This design comes from an exercise in tuning for small area, a short achievable clock period and few clock cycles on the open sky130 flow, not from production work. At most, simulation tests tie the RTL to the original design; equivalence was not proved. Power figures rest on the tool's default switching activity, not on a simulated workload.

Setup of job 6738:
// kb_report_encoder
module kb_report_encoder (
    input  wire        clk,
    input  wire        rst,
    input  wire        start,
    input  wire [95:0] deb,
    output wire        ready,
    output reg         done,
    output reg  [63:0] report,
    output wire        changed
);
    wire L = deb[95];
    reg        busy;
    reg  [2:0] ph;
    reg  [19:1] pst;     
    reg  [3:1] qst;     
    reg        valid, diffa, diffb;
    wire p0 = ~busy;
    wire active = busy | start;
    wire n0 = (deb[0] & ~L);
    wire n1 = deb[1];
    wire n2 = deb[2];
    wire n3 = deb[3];
    wire n4 = deb[6];
    wire n5 = deb[7];
    wire n6 = deb[8];
    wire n7 = (deb[9] & ~L);
    wire n8 = deb[10];
    wire n9 = deb[12];
    wire n10 = deb[13];
    wire n11 = deb[14];
    wire n12 = deb[15];
    wire n13 = deb[16];
    wire n14 = deb[18];
    wire n15 = deb[19];
    wire n16 = deb[20];
    wire n17 = deb[21];
    wire n18 = (deb[22] & ~L);
    wire n19 = deb[24];
    wire n20 = deb[25];
    wire n21 = deb[26];
    wire n22 = deb[27];
    wire n23 = deb[28];
    wire n24 = deb[30];
    wire n25 = deb[31];
    wire n26 = deb[32];
    wire n27 = deb[33];
    wire n28 = deb[34];
  ...
Size: ~1,200 cells after synthesis, about 94 flip-flops, about 7900 um2 of cells after synthesis.
clock: 5.0 ns
lec_check: 0
abc_area: 1
cap_margin: 20
core_margin: 2
core_utilization: 55
slew_margin: 20
standard.sh (not shown) runs the stock make flow with config.mk's settings and CLKGATE_MAP_FILE= SYNTH_SCRIPT=/design/flow/synth_recipe.tcl, a recipe that flattens the netlist after the stock synthesis.
==> flow/flow/run.sh <==
#!/bin/bash
# The standard layout (standard.sh), with two changes in how it is made:
#  - every input and output port is still buffered, but with a plain buffer
#    cell (buf_1) instead of the resizer's default choice (a delay buffer);
#  - synthesis maps the logic with flow/abc_area.script, an area-oriented ABC
#    script (dc2; dch -f; map -a), in place of ORFS's abc_area.script. The
#    rest of synthesis (synth_recipe.tcl, its registers and names) is unchanged.
set -euo pipefail
here=$(pwd)
rm -rf "$here/scripts_copy"
cp -r "$FLOW_HOME/scripts" "$here/scripts_copy"
cp "$here/flow/abc_area.script" "$here/scripts_copy/abc_area.script"
export SCRIPTS_DIR="$here/scripts_copy"
export BUFFER_PORTS_ARGS="-buffer_cell sky130_fd_sc_hd__buf_1"
bash standard.sh > standard_flow.log 2>&1
==> flow/flow/abc_area.script <==
strash
dc2
dch -f
map -a
topo
stime -c
buffer -c
upsize -c
dnsize -c
Testbench counts of job 6738, summed over its fixed seeds: cycles 5,590.
--- input diff job 6738..job 4487 ---
- SETUP_SLACK_MARGIN newly set to 1.6
==> flow/flow/run.sh <==
#!/bin/bash
# The standard layout (standard.sh), with every input and output port still
# buffered, but with a plain buffer cell (buf_1) instead of the resizer's
# default choice (a delay buffer, clkdlybuf4s50_1).
set -euo pipefail
export BUFFER_PORTS_ARGS="-buffer_cell sky130_fd_sc_hd__buf_1"
bash standard.sh > standard_flow.log 2>&1
removed: flow/flow/abc_area.script
### Flow results
- Number of buffers outside the clock class in the layout sits higher in job 4487 than in job 6738.
- Looking only at synthesized area per cell, and setting everything else aside, the lower value of job 4487 and job 6738 goes to job 4487.
- Power: job 4487 draws more than job 6738
- Summary — vias per cell, job 4487 relative to job 6738: lower, by about 9%.
- Job 6738 → job 4487: switching power as a share of total power now sits lower; worst slack on hold paths went up 0.012 ns.
- The met3 global-route usage in job 4487 was lower than what job 6738 gave.
- Highest metal layer used by the detailed router: met4 -> job 4487, met5 -> job 6738
- The number of placed instances, taps included of job 4487 is higher than that of job 6738.
- Job 4487 falls short of job 6738 in design area.
The following lists how job 8267 was set up differently from job 4487:
- SETUP_SLACK_MARGIN no longer set, was 1.6
==> flow/run.sh (new file) <==
#!/bin/bash
# synth_recipe.tcl (not shown) runs the flow's synth.tcl, then flattens the netlist and writes it again
# the make line also repeats each setting of config.mk as NAME=value (left out here)
make -C /OpenROAD-flow-scripts/flow DESIGN_CONFIG=/design/flow/config.mk WORK_HOME=/design/flow/orfs CLKGATE_MAP_FILE= SYNTH_SCRIPT=/design/flow/synth_recipe.tcl finish
removed: flow/flow/run.sh
removed: flow/standard.sh
Results
- From job 4487 to job 8267 the numbers moved as follows: power per cell area dropped 3.1%; routed wire length dropped about 3.7%; power of the combinational group climbed about 4%; final setup slack of the worst path dropped 1.03 ns.
- In job 8267, the post-layout instance area came out 190 um2 above the value in job 4487.
- Utilization is higher on job 8267
- From job 4487 to job 8267 the numbers moved as follows: minimum clock period up 1.03 ns, detailed route wirelength on metal3 up about 40%.
Edits applied to the flow inputs when going from job 8267 to job 6235:
- SETUP_SLACK_MARGIN now 2.3, previously not set
==> flow/flow/run.sh (new file) <==
#!/bin/bash
# The standard layout (standard.sh), with every input and output port still
# buffered, but with a plain buffer cell (buf_1) instead of the resizer's
# default choice (a delay buffer, clkdlybuf4s50_1).
set -euo pipefail
export BUFFER_PORTS_ARGS="-buffer_cell sky130_fd_sc_hd__buf_1"
bash standard.sh > standard_flow.log 2>&1
==> flow/standard.sh (new file) <==
#!/bin/bash
# synth_recipe.tcl (not shown) runs the flow's synth.tcl, then flattens the netlist and writes it again
# the make line also repeats each setting of config.mk as NAME=value (left out here)
make -C /OpenROAD-flow-scripts/flow DESIGN_CONFIG=/design/flow/config.mk WORK_HOME=/design/flow/orfs CLKGATE_MAP_FILE= SYNTH_SCRIPT=/design/flow/synth_recipe.tcl "${@:-finish}"
removed: flow/run.sh
==> run summary <==
- Job 6235 vs. job 8267: total power density per cell area decreased by 8.1% relative to the old numbers, area overhead of the layout relative to synthesis picked up an extra 18 points, number of filler instances in the final layout shows a reduction of about 20%, slew of the pin with the lowest slew margin moved down, cell area +1500 um2.
- Combinational cell fraction of total power: job 6235 vs job 8267 up 3.2 points
- The higher placer congestion estimate came out of job 8267.
Modified inputs, job 5184 compared to job 6235
- removing SETUP_SLACK_MARGIN (formerly 2.3)
- The fraction of area in multi-input gates on job 6235 is in line with that on job 5184.
- Count of clock-buffer cells in the layout: job 5184 lower than job 6235
- Reported for job 5184 and job 6235, number of buffers created by CTS turned out identical to the last digit.
- Of job 5184 and job 6235, job 6235 shows the higher overall power of the completed layout, with job 5184 below it.
- Fmax: job 5184 and job 6235 compared, lower one is job 5184
- Compared with job 6235, placement density in the core of job 5184 is lower.
- The number of signal-net buffers in the layout of job 5184 is lower than that of job 6235.

kb_report_encoder, a different RTL version from the one above (not shown whole).
Size in the first run: about 86 flip-flops, ~0.0094 mm2 of cells after synthesis.
export LEC_CHECK = 0
export ABC_AREA = 1
export CAP_MARGIN = 20
export CORE_MARGIN = 2
export CORE_UTILIZATION = 55
export PLACE_DENSITY = 0.8
export SETUP_SLACK_MARGIN = 1.6
export SLEW_MARGIN = 20
create_clock -name core_clock -period 5.0 [get_ports {clk}]
==> flow/flow/run.sh <==
#!/bin/bash
# The standard layout (standard.sh), with every input and output port still
# buffered, but with a plain buffer cell (buf_1) instead of the resizer's
# default choice (a delay buffer, clkdlybuf4s50_1).
set -euo pipefail
export BUFFER_PORTS_ARGS="-buffer_cell sky130_fd_sc_hd__buf_1"
bash standard.sh > standard_flow.log 2>&1
Then changed:
Settings changed: PLACE_DENSITY 0.8 to default.
The changed run finished clean.
Flip-flop and latch count stays the same.
Non-clock buffer count rises by 3.
Total power barely changes.
Die area stays the same.
Synthesized cell count stays the same.
Design area barely changes.
Register-to-register slack gets better by 50 ps.
Global-route usage rises by 0.20 points.
Via count rises by 0.63%.
Sequential power is about the same.
Area after synthesis is unchanged.
No run of this note included a check of the RTL's function; only the layout flow was run.

Another version of the RTL of kb_report_encoder (not shown whole).
Size in the first run: about 85 flip-flops, ~8200 µm² of cells after synthesis.
clock: 5.0 ns
lec_check: 0
abc_area: 1
cap_margin: 20
core_margin: 2
core_utilization: 55
setup_slack_margin: 1.9
slew_margin: 20
Scripts as last shown in full above: flow/flow/run.sh
The baseline ran to the end with no violations.
Testbench counts at the start, summed over its fixed seeds: cycles 5,590.
==> next run, changes <==
CTS_BUF_LIST = sky130_fd_sc_hd__clkbuf_4 sky130_fd_sc_hd__clkbuf_8   (was unset)
SETUP_SLACK_MARGIN = 1.6   (was 1.9)
- worst hold slack got worse by 0.027 ns
- synthesized area stays the same
- total power came out lower by about 9%
- non-clock buffer count came out lower by 32
- sequential power barely changes
- core utilization came out lower by 5.7 points
- setup slack got worse by 0.17 ns
- global-route usage came out lower by 3.1 points
- register-to-register slack got worse by 0.23 ns
- via count came out lower by about 2.4%
- clock skew came out higher by 0.0077 ns
==> next run, changes <==
CORE_UTILIZATION = 60   (was 55)
CTS_BUF_LIST = unset   (was sky130_fd_sc_hd__clkbuf_4 sky130_fd_sc_hd__clkbuf_8)
PLACE_DENSITY = 0.8   (was unset)
What happened: Worst setup slack gains 0.0053 ns. Count of clock-buffer cells in the layout stays the same. Global-route usage is higher by 6.1 points. Total power rose by about 10%. Core utilization went up by 7.7 points. First-iteration DRC count grows by about 15%. Flip-flop and latch count stays the same. Fmax barely changes. Sequential share of layout area came out lower by 0.57 points.
==> next run, changes <==
==> flow/flow/run.sh (replaced) <==
#!/bin/bash
# The standard layout (standard.sh), with two changes in how it is made:
#  - every input and output port is still buffered, but with a plain buffer
#    cell (buf_1) instead of the resizer's default choice (a delay buffer);
#  - synthesis maps the logic with flow/abc_area.script, an area-oriented ABC
#    script (dc2; dch -f; map -a), in place of ORFS's abc_area.script. The
#    rest of synthesis (synth_recipe.tcl, its registers and names) is unchanged.
set -euo pipefail
here=$(pwd)
rm -rf "$here/scripts_copy"
cp -r "$FLOW_HOME/scripts" "$here/scripts_copy"
cp "$here/flow/abc_area.script" "$here/scripts_copy/abc_area.script"
export SCRIPTS_DIR="$here/scripts_copy"
export BUFFER_PORTS_ARGS="-buffer_cell sky130_fd_sc_hd__buf_1"
bash standard.sh > standard_flow.log 2>&1
==> flow/flow/abc_area.script (new file) <==
strash
dc2
dch -f
map -a
topo
stime -c
buffer -c
upsize -c
dnsize -c
CORE_UTILIZATION = 55   (was 60)
PLACE_DENSITY = unset   (was 0.8)
The new run completed without violations.
Fmax decreases by a quarter to a third.
Non-clock buffer count is higher by 103.
Register-to-register slack is worse by 1.4 ns.
Final cell count went down by a few percent.
Power rises by a few percent.
Setup slack is worse by 1.3 ns.
Clock power came out lower slightly.
Clock skew barely changes.
Count of clock-buffer cells in the layout is unchanged.
Sequential power came out higher slightly.
==> next run, changes <==
==> flow/flow/run.sh (replaced) <==
#!/bin/bash
# The standard layout (standard.sh), with every input and output port still
# buffered, but with a plain buffer cell (buf_1) instead of the resizer's
# default choice (a delay buffer, clkdlybuf4s50_1).
set -euo pipefail
export BUFFER_PORTS_ARGS="-buffer_cell sky130_fd_sc_hd__buf_1"
bash standard.sh > standard_flow.log 2>&1
removed: flow/flow/abc_area.script
Outcome: Power went down by about 6%; area after synthesis went up by 6.8%; wire length went down by 24%; clock skew barely changes; register-to-register slack is better by 1.4 ns; die area went up by about 6.6%; setup slack is better by 1.3 ns.
==> next run, changes <==
PLACE_DENSITY = 0.8   (was unset)
SETUP_SLACK_MARGIN = 1.5   (was 1.6)
Result: Cell count decreases by 0.40%; non-clock buffer count decreases by 7; clock-buffer cell count stays the same; global-route usage increases by 2.0 points; core utilization decreases by 1.2 points; worst setup slack loses 0.13 ns; power decreases by 2.2%; worst hold slack gains 0.0036 ns; final area decreases by 1.7%; clock power decreases by 5.9%.

[separate check: timing with driven ports]
Ports are ideal in the flow. The routed layouts listed here were re-timed in OpenROAD.
Step 1 assumes that a clkbuf_16 drives the clock port and a buf_2 every other input.
Step 2 moves the port delays by t, midway between the first and last clock arrival at a register: inputs arrive t later, outputs are due t later. That takes back most of the time a late clock gives input paths.
Three values: ideal, step 1, step 2; two values: the first two.
| run | t (ns) | slack for setup (ns) | hold WS [ns] | latest minus earliest clock arrival (ns) | worst slew at a driven data input, ns |
|---|---|---|---|---|---|
| job 6738 | 0.418 | 0.318 / 0.318 / 0.125 | 0.502 / 0.502 / 0.502 | 0.018 / 0.018 | 0.07 |
| job 4487 | 0.402 | 1.592 / 1.592 / 1.208 | 0.514 / 0.514 / 0.514 | 0.015 / 0.015 | 0.04 |
| job 8267 | 0.406 | 0.563 / 0.586 / 0.180 | 0.516 / 0.516 / 0.516 | 0.019 / 0.020 | 0.06 |
| job 6235 | 0.407 | 1.806 / 1.787 / 1.380 | 0.546 / 0.546 / 0.546 | 0.018 / 0.018 | 0.07 |
| job 5184 | 0.406 | 0.994 / 0.994 / 0.680 | 0.507 / 0.507 / 0.507 | 0.012 / 0.012 | 0.07 |
| the first run of note 2 | 0.400 | 1.692 / 1.705 / 1.319 | 0.504 / 0.504 / 0.504 | 0.019 / 0.019 | 0.04 |
| the second run of note 2 | 0.406 | 1.656 / 1.678 / 1.271 | 0.502 / 0.502 / 0.502 | 0.009 / 0.009 | 0.03 |
| the first run of note 3 | 0.394 | 1.750 / 1.771 / 1.377 | 0.567 / 0.567 / 0.567 | 0.012 / 0.012 | 0.06 |
| the second run of note 3 | 0.415 | 1.583 / 1.596 / 1.181 | 0.540 / 0.540 / 0.540 | 0.019 / 0.019 | 0.06 |
| the third run of note 3 | 0.403 | 1.588 / 1.612 / 1.208 | 0.523 / 0.523 / 0.523 | 0.017 / 0.017 | 0.06 |
| the fourth run of note 3 | 0.406 | 0.334 / 0.334 / -0.011 | 0.547 / 0.547 / 0.547 | 0.016 / 0.016 | 0.08 |
| the fifth run of note 3 | 0.388 | 1.642 / 1.662 / 1.274 | 0.534 / 0.534 / 0.534 | 0.014 / 0.014 | 0.06 |
| the sixth run of note 3 | 0.395 | 1.516 / 1.537 / 1.143 | 0.537 / 0.537 / 0.537 | 0.014 / 0.013 | 0.07 |
Met with ideal ports but missed after step 2: setup timing in the fourth run of note 3. For job 6235, which loses most, drivers alone change the setup slack by -0.019 ns; drivers and shift together by -0.426 ns.
